Context: an optimization exercise on an open-source flow, tuned for small area. The choices shown serve that exercise and are no tape-out recipe. The RTL was checked by simulation tests, not by an equivalence proof against the original design. No activity file was given, so power comes from the tool's default toggle rates.

$ cat flow/constraint.sdc
create_clock -name core_clock -period 6.0 [get_ports {clk}]
set_input_delay 1.2000 -clock core_clock [delete_from_list [all_inputs] [get_ports {clk}]]
set_output_delay 1.2000 -clock core_clock [all_outputs]
set_load 0.01 [all_outputs]
$ cat flow/config.mk
export PLATFORM = sky130hd
export DESIGN_NAME = optorx_record_stream
export DESIGN_NICKNAME = optorx_record_stream
export VERILOG_FILES = /design/flow/design.v
export SDC_FILE = /design/flow/constraint.sdc
export NUM_CORES = 4
export LEC_CHECK = 0
export CAP_MARGIN = 20
export CORE_MARGIN = 2
export CORE_UTILIZATION = 40
export PLACE_DENSITY = 0.6
export SLEW_MARGIN = 20
$ cat flow/run.sh
#!/bin/bash
# synth_recipe.tcl (not shown) runs the flow's synth.tcl, then flattens the netlist and writes it again
# the make line also repeats each setting of config.mk as NAME=value (left out here)
make -C /OpenROAD-flow-scripts/flow DESIGN_CONFIG=/design/flow/config.mk WORK_HOME=/design/flow/orfs CLKGATE_MAP_FILE= SYNTH_SCRIPT=/design/flow/synth_recipe.tcl finish
$ cat flow/design.v
module optorx_record_stream (
    input  wire         clk,
    input  wire         rst,             
    input  wire         in_valid,
    input  wire [15:0]  in_data,
    input  wire         in_last,
    output reg          fr_valid,
    output reg  [3:0]   fr_goh,
    output reg  [3:0]   fr_fiber,
    output reg  [191:0] fr_data,         
    output reg  [3:0]   fr_presence,
    output reg  [3:0]   fr_daq,
    output reg          done,
    output reg  [15:0]  cnt_unknown_tag,
    output reg  [15:0]  cnt_trailer_sig,
    output reg  [15:0]  cnt_trailer_size,
    output reg  [15:0]  cnt_chrange_rep,
    output reg  [15:0]  cnt_chrange_sup
);
    localparam [7:0] CLUSTER_TAG = 8'h80;
    localparam [7:0] RAW_TAG     = 8'h90;
    localparam [3:0] BC_TAG      = 4'hA;
    localparam [3:0] EC_TAG      = 4'hC;
    localparam [3:0] ID_TAG      = 4'hE;
    localparam [3:0] TR_TAG      = 4'hF;
    localparam [2:0] S_ITEM = 3'd0;    
    localparam [2:0] S_PRE  = 3'd1;    
    localparam [2:0] S_CL   = 3'd2;    
    localparam [2:0] S_RAW  = 3'd3;    
    localparam [2:0] S_RTR  = 3'd4;    
    reg [2:0]   state;
    reg [1:0]   pre_stage;             
    reg         mode_raw;
    reg [3:0]   raw_idx;
    reg [11:0]  rec_words;             
    reg [11:0]  bad_desc;              
    reg [3:0]   rec_goh, rec_fiber;
    reg [191:0] tmp;
    reg [3:0]   tmp_pres;
    reg         fresh;                 
    reg [15:0]  c_unk, c_sig, c_size, c_rep, c_sup;
    wire [3:0]  top4 = in_data[15:12];
    wire [7:0]  top8 = in_data[15:8];
    wire [7:0]  d_end  = in_data[7:0];
    wire [7:0]  d_size = (in_data[14:8] == 7'd0) ? 8'd128 : {1'b0, in_data[14:8]};
    wire        d_ok   = (d_end <= 8'd127) && (d_size <= d_end + 8'd1);
    wire [7:0]  d_lo   = d_end - d_size + 8'd1;
    reg  [127:0] d_mask;
    integer ch;
    always @(*) begin
        for (ch = 0; ch < 128; ch = ch + 1)
            d_mask[ch] = (ch >= d_lo) && (ch <= d_end);
    end
    reg [2:0]   n_state;
    reg [1:0]   n_pre_stage;
    reg         n_mode_raw;
    reg [3:0]   n_raw_idx;
    reg [11:0]  n_rec_words;
    reg [11:0]  n_bad_desc;
    reg [3:0]   n_goh, n_fiber;
    reg [191:0] n_tmp;
    reg [3:0]   n_pres;
    reg [15:0]  n_unk, n_sig, n_size, n_rep, n_sup;
    reg         pub;
    reg         item_start, payload, trailer;
    always @(*) begin
        n_state     = state;
        n_pre_stage = pre_stage;
        n_mode_raw  = mode_raw;
        n_raw_idx   = raw_idx;
        n_rec_words = rec_words + 12'd1;
        n_bad_desc  = bad_desc;
        n_goh       = rec_goh;
        n_fiber     = rec_fiber;
        n_tmp       = tmp;
        n_pres      = tmp_pres;
        n_unk       = fresh ? 16'd0 : c_unk;
        n_sig       = fresh ? 16'd0 : c_sig;
        n_size      = fresh ? 16'd0 : c_size;
        n_rep       = fresh ? 16'd0 : c_rep;
        n_sup       = fresh ? 16'd0 : c_sup;
        pub         = 1'b0;
        item_start  = 1'b0;
        payload     = 1'b0;
        trailer     = 1'b0;
        case (state)
            S_ITEM: item_start = 1'b1;
            S_PRE: begin
                if (pre_stage == 2'd0 && top4 == BC_TAG) begin
                    n_tmp[16*11 +: 16] = in_data;
                    n_pres[0] = 1'b1;
                    n_pre_stage = 2'd1;
                end else if (pre_stage <= 2'd1 && top4 == EC_TAG) begin
                    n_tmp[16*10 +: 16] = in_data;
                    n_pres[1] = 1'b1;
                    n_pre_stage = 2'd2;
                end else if (pre_stage <= 2'd2 && top4 == ID_TAG) begin
                    n_tmp[16*9 +: 16] = in_data;
                    n_pres[2] = 1'b1;
                    n_pre_stage = 2'd3;
                end else begin
                    payload = 1'b1;
                end
            end
            S_CL, S_RAW: payload = 1'b1;
            S_RTR: begin
                if (top4 == TR_TAG) begin
                    trailer = 1'b1;
                end else begin
                    n_sig = n_sig + 16'd1;
                    item_start = 1'b1;
                end
            end
            default: item_start = 1'b1;
        endcase
        if (payload) begin
            if (!mode_raw) begin
                if (top4 == TR_TAG) begin
                    trailer = 1'b1;
                end else begin
                    n_state = S_CL;
                    if (d_ok)
                        n_tmp[16 +: 128] = n_tmp[16 +: 128] | d_mask;
                    else
                        n_bad_desc = bad_desc + 12'd1;
                end
            end else begin
                if (raw_idx == 4'd8) begin
                    n_tmp[15:0] = in_data;
                    n_pres[3] = 1'b1;
                    n_state = S_RTR;
                end else begin
                    n_tmp[16*(8 - raw_idx) +: 16] = in_data;
                    n_state = S_RAW;
                end
                n_raw_idx = raw_idx + 4'd1;
            end
        end
        if (trailer) begin
            n_state = S_ITEM;
            if ({4'd0, in_data[7:0]} == rec_words + 12'd1) begin
                pub = 1'b1;
                if (!mode_raw) begin
                    if (in_data[11:8] == 4'd0)
                        n_rep = n_rep + {4'd0, bad_desc};
                    else
                        n_sup = n_sup + {4'd0, bad_desc};
                end
            end else begin
                n_size = n_size + 16'd1;
            end
        end
        if (item_start) begin
            n_state = S_ITEM;
            if (in_data == 16'hFFFF) begin
            end else if (top8 == CLUSTER_TAG || top8 == RAW_TAG) begin
                n_state     = S_PRE;
                n_pre_stage = 2'd0;
                n_mode_raw  = (top8 == RAW_TAG);
                n_raw_idx   = 4'd0;
                n_rec_words = 12'd1;
                n_bad_desc  = 12'd0;
                n_goh       = in_data[7:4];
                n_fiber     = in_data[3:0];
                n_tmp       = 192'd0;
                n_pres      = 4'd0;
            end else begin
                n_unk = n_unk + 16'd1;
            end
        end
        if (in_last && n_state != S_ITEM) begin
            n_sig   = n_sig + 16'd1;
            n_state = S_ITEM;
        end
    end
    always @(posedge clk) begin
        if (rst) begin
            state     <= S_ITEM;
            pre_stage <= 2'd0;
            mode_raw  <= 1'b0;
            raw_idx   <= 4'd0;
            rec_words <= 12'd0;
            bad_desc  <= 12'd0;
            rec_goh   <= 4'd0;
            rec_fiber <= 4'd0;
            tmp       <= 192'd0;
            tmp_pres  <= 4'd0;
            fresh     <= 1'b1;
            c_unk     <= 16'd0;
            c_sig     <= 16'd0;
            c_size    <= 16'd0;
            c_rep     <= 16'd0;
            c_sup     <= 16'd0;
        end else if (in_valid) begin
            state     <= n_state;
            pre_stage <= n_pre_stage;
            mode_raw  <= n_mode_raw;
            raw_idx   <= n_raw_idx;
            rec_words <= n_rec_words;
            bad_desc  <= n_bad_desc;
            rec_goh   <= n_goh;
            rec_fiber <= n_fiber;
            tmp       <= n_tmp;
            tmp_pres  <= n_pres;
            fresh     <= in_last;
            c_unk     <= n_unk;
            c_sig     <= n_sig;
            c_size    <= n_size;
            c_rep     <= n_rep;
            c_sup     <= n_sup;
        end
    end
    always @(posedge clk) begin
        if (rst) begin
            fr_valid         <= 1'b0;
            fr_goh           <= 4'd0;
            fr_fiber         <= 4'd0;
            fr_data          <= 192'd0;
            fr_presence      <= 4'd0;
            fr_daq           <= 4'd0;
            done             <= 1'b0;
            cnt_unknown_tag  <= 16'd0;
            cnt_trailer_sig  <= 16'd0;
            cnt_trailer_size <= 16'd0;
            cnt_chrange_rep  <= 16'd0;
            cnt_chrange_sup  <= 16'd0;
        end else begin
            fr_valid <= in_valid && pub;
            done     <= in_valid && in_last;
            if (in_valid && pub) begin
                fr_goh      <= rec_goh;
                fr_fiber    <= rec_fiber;
                fr_data     <= tmp;
                fr_presence <= tmp_pres;
                fr_daq      <= in_data[11:8];
            end
            if (in_valid && in_last) begin
                cnt_unknown_tag  <= n_unk;
                cnt_trailer_sig  <= n_sig;
                cnt_trailer_size <= n_size;
                cnt_chrange_rep  <= n_rep;
                cnt_chrange_sup  <= n_sup;
            end
        end
    end
endmodule
==> notes.md <==
outcome timing/DRC/antenna clean; num rows 100; kind of critical path reg -> reg; synth top area cells dfxtp_1 41%, nand2_1 9.0%, a21oi_1 7.0%; Final Setup Violations 0; Num CTS Buffers 69; Clock Sinks 609; most common cell after layout, fill and taps aside nand2_1; All-Layer GR Usage 32.09%; cts repair resizes 0; Starting DRT DRC Count 3514; f_max 192.8 MHz; Core Util, Final 49.48%; worst skew pair latency 0.65 ns; Vias 30420; Cell variety after synth 93; total grt overflow 0; Clock Skew 0.04070 ns; sequential area share after synthesis 40.94%; Crit-path slowest cell a31oi_1; Final Hold Fails 0; switching share of power 28.74%; Slew Viols, Final 0; clock slew at reported path FFs 0.06 ns; Die X 276.9 um; Peak VDD IR 0.0002007 V; Synth Warn # 1; dominant synthesized flop cell dfxtp_1; Net Sw Power 2.826 mW; EDFF count, synth 0; max_slew headroom 24.85%; Startpoint Class flip-flop; Yosys top cell area share 40.94%; Gate Count Post-Synth 3816; first-pass GRT wire length 187600 um; crit path DAT 5.71 ns; I/O Pins 310; Async S/R FF share, synth 0%; syn avg cell area 7.805 um^2; DR pass1 iterations 6; wire per inst 25.09 um; synthesized area 29780 um^2; CTS tree built; setup TNS 0 ns; Placer Congestion 1.107; Crit Path Max Fanout 16; maximum clock path buffer count 3; number of nets still failing antenna checks after routing 0; share of layout cells above drive strength 1 8.378%; vias per inst 5.990; cts hold-fix bufs 0; crit path cell chain inv_1 -> ha_1 -> nor2b_1 -> a21oi_1 -> o22ai_1 -> nand2_1 -> ha_1 -> nor4_1 -> and4_1 -> nand2_1 -> a31oi_1 -> and3_1 -> o21ai_0 -> buf_4 -> a221o_1; Critical Path Sink Type flip-flop; Die Ht 276.9 um; Pleak 12.73 nW; die area 76650 um^2; Post-Route WL 127500 um; synthesis-stage register bit count 609; Net Count, Synth 3901; PortBufs 309; total of max-cap violations 0; Tcrit/Tclk final 86.44%; CP required 6.52 ns; clock share of power 45.0%; sequential share of power 41.7%; leading area contributor after synthesis dfxtp_1; slew of the pin with the lowest slew margin 1.113 ns; PwrDens 268.2 nW/um^2; post-CTS setup buffer count 0; Crit path largest cell delay 0.58 ns; Nets 4141; Remaining DRCs 0; vias in the first global route 28770; H-tree Lvls 3; Min-Delay Path Class reg -> reg; largest net degree at the start of global routing 99; initial core utilization 40.21%; delay-heaviest family, CP simple AND/OR/NAND/NOR gates; Int Power 7.005 mW; commonest non-fill, non-tap cells in the layout 716 x nand2_1, 608 x dfxtp_1, 417 x a21oi_1; post-DP HPWL 90850 um; RSZ-0062 raised after global routing no; WP buf/inv 2; core area 74070 um^2; clock root cell clkbuf_16; Final min period 5.187 ns; initial antenna violation count 15; Area Overhead vs Synth 23.06%; Comb pwr share 13.4%
[registers in the layout, summed over array words and instances, names as in the netlist, 3 cells and up]
register,count
cnt_trailer_sig,16
tmp_pres,4
c_sig,16
tmp,192
fr_daq,4
cnt_chrange_rep,16
fr_fiber,4
fr_presence,4
c_rep,16
c_size,16
rec_words,12
raw_idx,4
fr_goh,4
rec_fiber,4
state,3
rec_goh,4
c_sup,16
cnt_unknown_tag,16
bad_desc,12
c_unk,16
cnt_chrange_sup,16
cnt_trailer_size,16
fr_data,192
[synthesized netlist by cell type (all sizes together), types with 25 or more instances]
| library cell | count |
|---|---|
| mux2i | 27 |
| inv | 51 |
| nand4 | 58 |
| a221o | 25 |
| nand3 | 90 |
| clkbuf | 259 |
| o21ai | 276 |
| a22oi | 46 |
| ha | 62 |
| and3 | 39 |
| buf | 49 |
| and2 | 25 |
| dfxtp | 609 |
| a22o | 65 |
| or3 | 27 |
| nand2 | 716 |
| a31oi | 44 |
| nor2b | 59 |
| a211oi | 60 |
| xor2 | 40 |
| nor4 | 39 |
| xnor2 | 68 |
| nor3 | 78 |
| a21oi | 418 |
| nor2 | 259 |
[cells by family (layout without fill, tap and decap cells)]
kind of cell,after synthesis,in the layout,synth area share (%)
xor+xnor,108,108,3.176
fa+ha+maj,65,65,2.806
buf+inv,360,650,4.751
compound gates,1155,1155,24.23
simple gates,1488,1488,23.04
mux,31,31,1.059
other cells,0,4,0
flops,609,609,40.94
[power groups by stage]
stage | registers (mW) | logic (mW) | clock network, mW
2_1_floorplan | 4.18 | 0.611 | 0
3_3_place_gp | 4.18 | 1.24 | 0
3_5_place_dp | 4.18 | 1.22 | 0
4_1_cts | 4.09 | 1.23 | 4.48
5_1_grt | 4.10 | 1.33 | 4.63
6_report | 4.09 | 1.31 | 4.42
[final timing paths]
kind	start	endpoint	slack (ns)	depth (start not counted)
setup / recovery	raw_idx[0]	tmp[69]	0.81	15
hold / removal	fr_data[169]	fr_data[169]	0.45	2
setup reg to reg	raw_idx[0]	tmp[69]	0.81	15
hold reg to reg	fr_data[169]	fr_data[169]	0.45	2
[worst min-delay path, stage by stage (launching register included)]
cell,delay (ns)
dfxtp_1,0.30
nand2_1,0.05
a21oi_1,0.05
[per-layer routing]
layer  GRT usage [%]  wire [um]  up-vias  share of wire, %
met5               0        115        -             0.090
met4           17.32       7803       18               6.1
met3           8.015      11420      421               9.0
met2           49.97      55740     1474                44
met1           40.83      52380    14380                41
li1                -          -    14130                 -
[layout make-up]
cell class	instances	area, um^2
fill	7425	37420
multi-input combinational	2847	16250
sequential	609	12190
timing repair buffer	477	4429
clock buffer	87	1917
tap	969	1212
clock inverter	34	439.2
inverter	52	195.2
antenna	4	10.01
[stage by stage]
stage / total power, mW / setup slack [ns] / hold slack [ns] / std cells / cell area (um^2)
6_report: 9.831 / 0.8135 / 0.4464 / 5079 / 36650
5_1_grt: 10.06 / 0.4810 / 0.4652 / 5076 / 36640
4_1_cts: 9.807 / 0.9493 / 0.4479 / 5074 / 36630
3_5_place_dp: 5.408 / 0.8859 / 0.4399 / 4953 / 34270
3_3_place_gp: 5.428 / 0.8831 / 0.4369 / 4953 / 34270
2_1_floorplan: 4.794 / 0.9949 / 0.4227 / 3816 / 29780

port drivers added, routing unchanged:
Ports are ideal in the flow. The routed layout listed here was re-timed in OpenROAD.
Step 1 sets driving cells, clkbuf_16 on the clock port and buf_2 on the other inputs (assumed; they add their load-dependent delay and slew).
Step 2 adds t to the input delays and takes it off the output delays; t is the mean of the earliest and latest rising clock arrival at the registers after step 1. Input paths then give back, and output paths get back, about the clock's delay inside the block.
Three values: ideal ports, drivers, drivers and shift; two values: the first two.
t (ns): 0.701
setup slack, ns: 0.813 / 0.813 / 0.588
worst setup path at the end: input to register
After both steps setup and hold are still met in this run. For this run, drivers alone change the setup slack by 0.000 ns; drivers and shift together by -0.225 ns.
